From an optimization exercise on the open Yosys and OpenROAD flow, aimed at small area, a short achievable clock period and few clock cycles per item; shortcuts taken in it are not production practice. At most, simulation tests tie the RTL to the original design; equivalence was not proved. For run 2, only the layout was checked, not whether the RTL still works.

## flow/design.v (module list and top-level ports; edited modules follow where they fit)
// module cvdsp_noise: 2509 lines
module cvdsp_noise (
    input  wire        clk,
    input  wire        rst,           
    input  wire        start,
    input  wire [1:0]  op,
    input  wire        clk_flag,      
    input  wire        hold_flag,     
    input  wire [2:0]  scale_sel,     
    input  wire [31:0] now,           
    input  wire [7:0]  pot_a,         
    input  wire [7:0]  pot_b,         
    input  wire [7:0]  pot3,          
    input  wire [15:0] raw_a,         
    input  wire [15:0] raw_b,         
    input  wire [31:0] arg,           
    input  wire [31:0] cfg_tmin,      
    input  wire [31:0] cfg_tmax,      
    input  wire [15:0] cfg_ext_thresh,  
    input  wire [31:0] cfg_pulse_us,  
    output wire        done,
    output wire  [13:0] quant_mv,      
    output wire         pulse,         
    output wire  [1:0]  fired,         
    output wire  [31:0] seed,          
    output wire  [13:0] cur_a,         
    output wire  [13:0] cur_b,         
    output wire  [31:0] last_a,        
    output wire  [31:0] last_b,        
    output wire  [2:0]  scale,         
    output wire         armed,         
    output wire  [31:0] pulse_until    
);
  // ...
==> flow/flow/run.sh <==
#!/bin/bash
# The standard layout, with plain buffers (sky130_fd_sc_hd__buf_2) on the
# ports instead of buffer_ports's default choice, and timing repair asked for
# 9 ns of setup slack at the design's clock period.
# The make output goes to layout.log here; ORFS's per-step logs stay under orfs/logs.
set -euo pipefail
export BUFFER_PORTS_ARGS="-buffer_cell sky130_fd_sc_hd__buf_2"
export SETUP_SLACK_MARGIN=9
bash standard.sh > layout.log 2>&1
==> flow/standard.sh <==
#!/bin/bash
# synth_recipe.tcl (not shown) runs the flow's synth.tcl, then flattens the netlist and writes it again
# the make line also repeats each setting of config.mk as NAME=value (left out here)
make -C /OpenROAD-flow-scripts/flow DESIGN_CONFIG=/design/flow/config.mk WORK_HOME=/design/flow/orfs CLKGATE_MAP_FILE= SYNTH_SCRIPT=/design/flow/synth_recipe.tcl "${@:-finish}"
==> flow/config.mk <==
export PLATFORM = sky130hd
export DESIGN_NAME = cvdsp_noise
export DESIGN_NICKNAME = cvdsp_noise
export VERILOG_FILES = /design/flow/design.v
export SDC_FILE = /design/flow/constraint.sdc
export NUM_CORES = 4
export LEC_CHECK = 0
export ABC_AREA = 1
export CAP_MARGIN = 20
export CORE_MARGIN = 2
export CORE_UTILIZATION = 55
export PLACE_DENSITY = 0.7
export SLEW_MARGIN = 20
==> flow/constraint.sdc <==
create_clock -name core_clock -period 22.0 [get_ports {clk}]
set_input_delay 4.4000 -clock core_clock [delete_from_list [all_inputs] [get_ports {clk}]]
set_output_delay 4.4000 -clock core_clock [all_outputs]
set_load 0.01 [all_outputs]
==> metrics.log, run 1 <==
[metrics] Max transition margin: roughly a fifth
[metrics] DR vias: about 93000
[metrics] Multi-Input Combinational: between 9000 and 10000
[metrics] number of sinks on the clock net: approximately 260
[metrics] fraction of the mapped netlist area in adder cells: slightly above 30%
[metrics] max-capacitance violation count: 0
[metrics] wire length of the first global-routing pass: roughly 530 mm
[metrics] maximum clock rate: about 76 MHz
[metrics] multi-input logic area: about 70000 um2
[metrics] clock transition at the register clock pins on the worst setup and hold paths after CTS: around 80 ps
[metrics] number of setup violations in the final report: 0
[metrics] result of the run: finished clean
[metrics] simple-gate share of the synthesized area: 18.9%
[metrics] routing usage on met3: 14.2%
[metrics] number of nets at the end of the flow: 14074
[metrics] M2 GR Usage: about two thirds
[metrics] xor/xnor cell area share of the yosys netlist: 10.9%
[metrics] maximum fanout along the worst path: 7
[metrics] worst setup path class: input port to register
[metrics] Yosys warning count: 1
[metrics] Post-Route Skew: around 29 ps
[metrics] Top delay family on crit path: adder cells
[metrics] clock network area share: around 1.1%
[metrics] average wire length per cell after detail routing: roughly 25 um
[metrics] fraction of area in multi-input gates: ~76%
[metrics] highest routed layer: met5
[metrics] die height: 390 um
[metrics] Seq/Total Area, Yosys: around 6.4%
[metrics] # resized after CTS: between 200 and 300
[metrics] Top class by area: multi-input combinational cells
[metrics] met1 capacity usage during global routing: about three fifths
[metrics] transition time at the pin with the least slew margin: between 1000 and 1500 ps
[metrics] share of the synthesized area in the top cell type: about 18%
Testbench counts, summed over its fixed seeds: cycles 12,000, commands 12,000.
==> inputs of run 2 (changes only) <==
--- a/flow/design.v
+++ b/flow/design.v
@@ -2239,17 +2239,17 @@
     wire [31:0] last_rb = p1_fb ? p1_now : st_last_b;
     wire [26:0] cb_a = {cube_booth_hi(pot_a), cube_booth_lo(pot_a)};
     wire [26:0] cb_b = {cube_booth_hi(pot_b), cube_booth_lo(pot_b)};
     wire [32:0] m_span = {1'b0, cfg_tmin} - {1'b0, cfg_tmax};
     wire [31:0] el_a = now - last_ra;
     wire [31:0] el_b = now - last_rb;
     wire [12:0] w  = win_lut(pot3);
     wire [14:0] w2 = {1'b0, w, 1'b0};
-    wire [12:0] w_lo = wlo_lut(pot3);
+    wire [12:0] w_lo = 13'd5000 - w;
     wire [34:0] fa_mx = {{2{m_span[32]}}, m_span};
     wire fa_one0 = cb_a[0];
     wire fa_two0 = cb_a[1];
     wire fa_neg0 = cb_a[2];
     wire [34:0] fa_pp0 = (({35{fa_one0}} & fa_mx) | ({35{fa_two0}} & {fa_mx[33:0], 1'b0})) ^ {35{fa_neg0}};
     wire [49:0] fa_row0 = {{15{1'b0}}, ~fa_pp0[34], fa_pp0[33:0]} << 0;
     wire fa_one1 = cb_a[3];
     wire fa_two1 = cb_a[4];
==> flow/config.mk (replaced) <==
export PLATFORM = sky130hd
export DESIGN_NAME = cvdsp_noise
export DESIGN_NICKNAME = cvdsp_noise
export VERILOG_FILES = /design/flow/design.v
export SDC_FILE = /design/flow/constraint.sdc
export NUM_CORES = 4
export LEC_CHECK = 0
export ABC_AREA = 1
export CAP_MARGIN = 20
export CORE_MARGIN = 2
export CORE_UTILIZATION = 40
export PLACE_DENSITY = 0.6
export SLEW_MARGIN = 20
==> metrics.log, run 2 <==
[metrics] critical path data arrival time: 13430 ps (was 13650 ps)
[metrics] routing usage on met3: 5.92% (was 14.2%)
[metrics] filler cell count in the final layout: 20857 (was 13435)
[metrics] R2R Path Start: st_sbase[16] (was st_sbase[7])
[metrics] result of the run: finished clean (unchanged)
[metrics] endpoints failing hold: 0 (unchanged)
[metrics] crit start category: input port (unchanged)
[metrics] maximum number of buffers from clock root to sink: 3 (unchanged)
[metrics] gp weighted congestion: 1.02 (was 1.09)
[metrics] number of nets at the end of the flow: 13896 (was 14074)
[metrics] FFs w/ async S/R, synth: 0% (unchanged)
[metrics] number of sinks on the clock net: 262 (unchanged)
[metrics] die span in x: 454 um (was 390 um)
[metrics] synthesized net count: 13623 (was 13844)
[metrics] PortBufs: 419 (unchanged)
[metrics] clock transition at the register clock pins on the worst setup and hold paths after CTS: 60 ps (was 80 ps)
[metrics] hold-critical path depth: 2 (unchanged)
[metrics] highest cell delay on the worst timing path: 670 ps (was 520 ps)
[metrics] die height: 454 um (was 390 um)
[metrics] worst setup path class: input port to register (unchanged)
[metrics] CTS H-tree lvls: 1 (unchanged)
[metrics] setup repair after global routing missed its margin: true (unchanged)
[metrics] average wire length per cell after detail routing: 25.7 um (was 25.4 um)
[metrics] Initial DRC Count: 9791 (was 12828)
[metrics] via count of the first global-routing pass: 84509 (was 88847)
[metrics] most area-consuming cells after synthesis: fa_1 (18%), ha_1 (13%), nand2_1 (8.5%) (was fa_1 (18%), ha_1 (13%), nand2_1 (8.9%))
[metrics] total grt overflow: 0 (unchanged)
[metrics] die outline area: 206000 um2 (was 152000 um2)
[metrics] count of state elements after synthesis: 262 (unchanged)
[metrics] slowest cell on the critical path: nand2_1 (was fa_1)
[metrics] max-capacitance violation count: 0 (unchanged)
[metrics] HPWL after detailed placement: 286 mm (was 268 mm)
[metrics] final std cells w/o fill: 14750 (was 14212)
[metrics] accumulated negative setup slack: 0 ps (unchanged)
[metrics] clock tree from TritonCTS: yes (unchanged)
[metrics] number of flops mapped to enable cells by yosys: 0 (unchanged)
[metrics] min-delay src: st_cur_b[12] (was st_last_b[0])
[metrics] Layout area overhead: 13.7% (was 11.8%)
[metrics] worst-case reg-to-reg path depth: 60 (was 61)
[metrics] most common flop cell mapped by yosys: dfxtp_1 (unchanged)
[metrics] number of setup violations in the final report: 0 (unchanged)
[metrics] Yosys warning count: 1 (unchanged)
[metrics] number of nets with antenna violations after routing: 0 (unchanged)
[metrics] register-to-register setup slack: 9870 ps (was 9130 ps)
[metrics] M2 GR Usage: 53.3% (was 66.3%)
[metrics] cell chosen for the clock root: clkbuf_16 (unchanged)
[metrics] ratio of cells with drive above 1 in the final layout: 13.3% (was 12.6%)
[metrics] All-Layer GR Usage: 35.0% (was 45.0%)
[metrics] Post-Route Skew: 35.0 ps (was 28.9 ps)
[metrics] clock latency on the worst-skew pair: 610 ps (was 600 ps)
[metrics] time the worst path needs with I/O delays and setup: 12920 ps (was 13150 ps)
[metrics] Worst setup EP type: register (unchanged)
[metrics] number of core rows: 165 (was 141)
[metrics] met1 capacity usage during global routing: 46.7% (was 58.6%)
[metrics] wire length of the first global-routing pass: 550 mm (was 533 mm)
[metrics] transition time at the pin with the least slew margin: 1110 ps (was 1210 ps)
[metrics] Syn Area/Cell: 6.88 um2 (was 6.82 um2)
[metrics] most used routing layer in global routing: met2 (unchanged)
[metrics] share of the clock period used by the worst path after layout: 58.7% (was 59.8%)
[metrics] share of the synthesized area in the top cell type: 18.0% (was 17.8%)
[metrics] commonest non-fill, non-tap cell in the layout: nand2_1 (unchanged)
[metrics] post-synthesis cell type with the largest combined area: fa_1 (unchanged)
[metrics] Max transition margin: 25.4% (was 19.1%)
[metrics] worst hold path type: register to register (unchanged)
[metrics] DR vias: 88303 (was 92877)
[metrics] maximum clock rate: 77.4 MHz (was 76.0 MHz)
[metrics] clock buffers created by TritonCTS: 29 (was 30)
[metrics] pin count of the biggest net entering global routing: 100 (was 101)
[metrics] max-slew violations: 0 (unchanged)
[metrics] detailed-route vias per instance: 5.99 (was 6.54)
[metrics] leading cell types by count after synthesis: nand2_1 (1839), inv_1 (1782), nor2_1 (1066) (was nand2_1 (1931), inv_1 (1839), nor2_1 (1110))
[metrics] post-detailed-route DRC marker count: 0 (unchanged)
[metrics] post-synthesis instance area: 81000 um2 (was 81900 um2)
[metrics] initial antenna violation count: 14 (was 33)
[metrics] top-count cell post-synth: nand2_1 (unchanged)
[metrics] area of the core: 202000 um2 (was 148000 um2)
[metrics] hold bufs inserted after CTS: 0 (unchanged)
[metrics] count of unique library cells instantiated by Yosys: 78 (was 83)
[metrics] wire length reported by the detailed router: 379 mm (was 361 mm)
[metrics] total I/O pin count: 420 (unchanged)
[metrics] Seq/Total Area, Yosys: 6.47% (was 6.41%)
[metrics] Pre-antenna DRT Iters: 6 (was 9)
[metrics] Required @ worst endpoint: 22510 ps (was 22500 ps)
[metrics] Placed Cells incl. Taps: 14449 (was 13912)
[metrics] starting density of the core: 40.2% (was 55.4%)
[metrics] maximum fanout along the worst path: 32 (was 7)
[metrics] instance count of the mapped netlist: 11781 (was 12006)
[metrics] most frequent cells in the layout: nand2_1 (1762), inv_1 (1723), nor2_1 (993), ha_1 (806), xor2_1 (757) (was nand2_1 (1861), inv_1 (1785), nor2_1 (1030), ha_1 (821), xor2_1 (778))
[metrics] Worst Setup SP: pot_b[5] (was pot3[1])
## run 2: cell count changes after synthesis, sizes merged, moves of 13 or more
cell	previous run	this run
nand2	1952	1863
inv	1860	1800
nor2	1110	1069
a21oi	699	661
o211ai	134	165
xnor2	157	180
a221oi	45	27
nand4	78	65
nor3	96	83
## run 2: worst max-delay path: cells and delay by family
kind | cells | cell delay (ps)
XOR/XNOR | 1 | 210
buffers and inverters | 8 | 2670
AND/OR/NAND/NOR | 6 | 1200
adder cells (fa/ha/maj) | 6 | 2860
AO/OA/AOI/OAI | 8 | 2040
## run 2: stage by stage
step	cell area [um2]	worst slack [ps]	hold slack (ps)	utilization, %
2_1_floorplan	81000	9010	443	-
3_3_place_gp	85900	5660	459	42.6
4_1_cts	88900	8990	476	44.1
6_report	92100	9080	470	45.7
5_1_grt	92100	8780	498	45.6
3_5_place_dp	85900	6060	466	42.6
## run 2: area by class of cell
class | count | area (um2) | share of cell area, %
multi-input combinational | 9037 | 68900 | 74.8
inverter | 1844 | 7140 | 7.75
timing repair buffer | 878 | 6430 | 6.98
sequential | 262 | 5270 | 5.72
tap | 2672 | 3340 | 3.63
clock buffer | 39 | 843 | 0.916
clock inverter | 12 | 188 | 0.204
timing repair inverter | 2 | 10.0 | 0.0109
antenna | 4 | 10.0 | 0.0109
## run 2: cell families after synthesis
group                    Yosys count  synth area share [%]
AND/OR/NAND/NOR                 3646                  18.4
AO/OA/AOI/OAI                   2791                  20.5
adder cells (fa/ha/maj)         1600                  31.5
buffers and inverters           2483                  11.7
XOR/XNOR                         994                  11.3
multiplexers                       5                0.0618
flip-flops                       262                  6.47
## run 2: path summary, 6_finish.rpt
check / end
setup / recovery: p1_fb
hold / removal: st_cur_b[12]
setup reg to reg: p1_v2[12]
hold reg to reg: st_cur_b[12]
## run 2: routing by layer
| metal | vias to the layer above | wire [um] |
|---|---|---|
| met2 | 5052 | 164000 |
| met3 | 987 | 35400 |
| met1 | 42775 | 153000 |
| met4 | 18 | 26200 |
| met5 | - | 161 |
| li1 | 39471 | - |
## run 2: timing repair
item / in CTS / in global routing
endpoints found under the setup margin: 89 / 72
setup buffers: 75 / 146
pin swaps: 25 / 166
gates resized for setup: 308 / 510
gates cloned: 11 / 14

## port drivers added, routing unchanged
How much do the figures lean on ideal ports? The routed layouts below were timed once more, with nothing changed but the port constraints. Step 1 sets driving cells, clkbuf_16 on the clock port and buf_2 on the other inputs (assumed; they add their load-dependent delay and slew). Step 2 times the ports against the registers' clock, not the clock port: input delays grow and output delays shrink by t, the midpoint of the rising clock arrivals with the driver on. a / b / c = ideal ports / drivers / drivers and shift; a / b = the first two.
run | t, ns | slack for setup (ns) | worst setup path at the end | pins driven straight from the clock port
run 1 | 0.649 | 8.850 / 8.849 / 8.200 | input to register | 1
run 2 | 0.665 | 9.084 / 9.118 / 8.453 | input to register | 1
After both steps setup and hold are still met in every run listed. The setup slack of run 1, which loses most, moves by -0.001 ns with the drivers and by -0.650 ns with both steps.
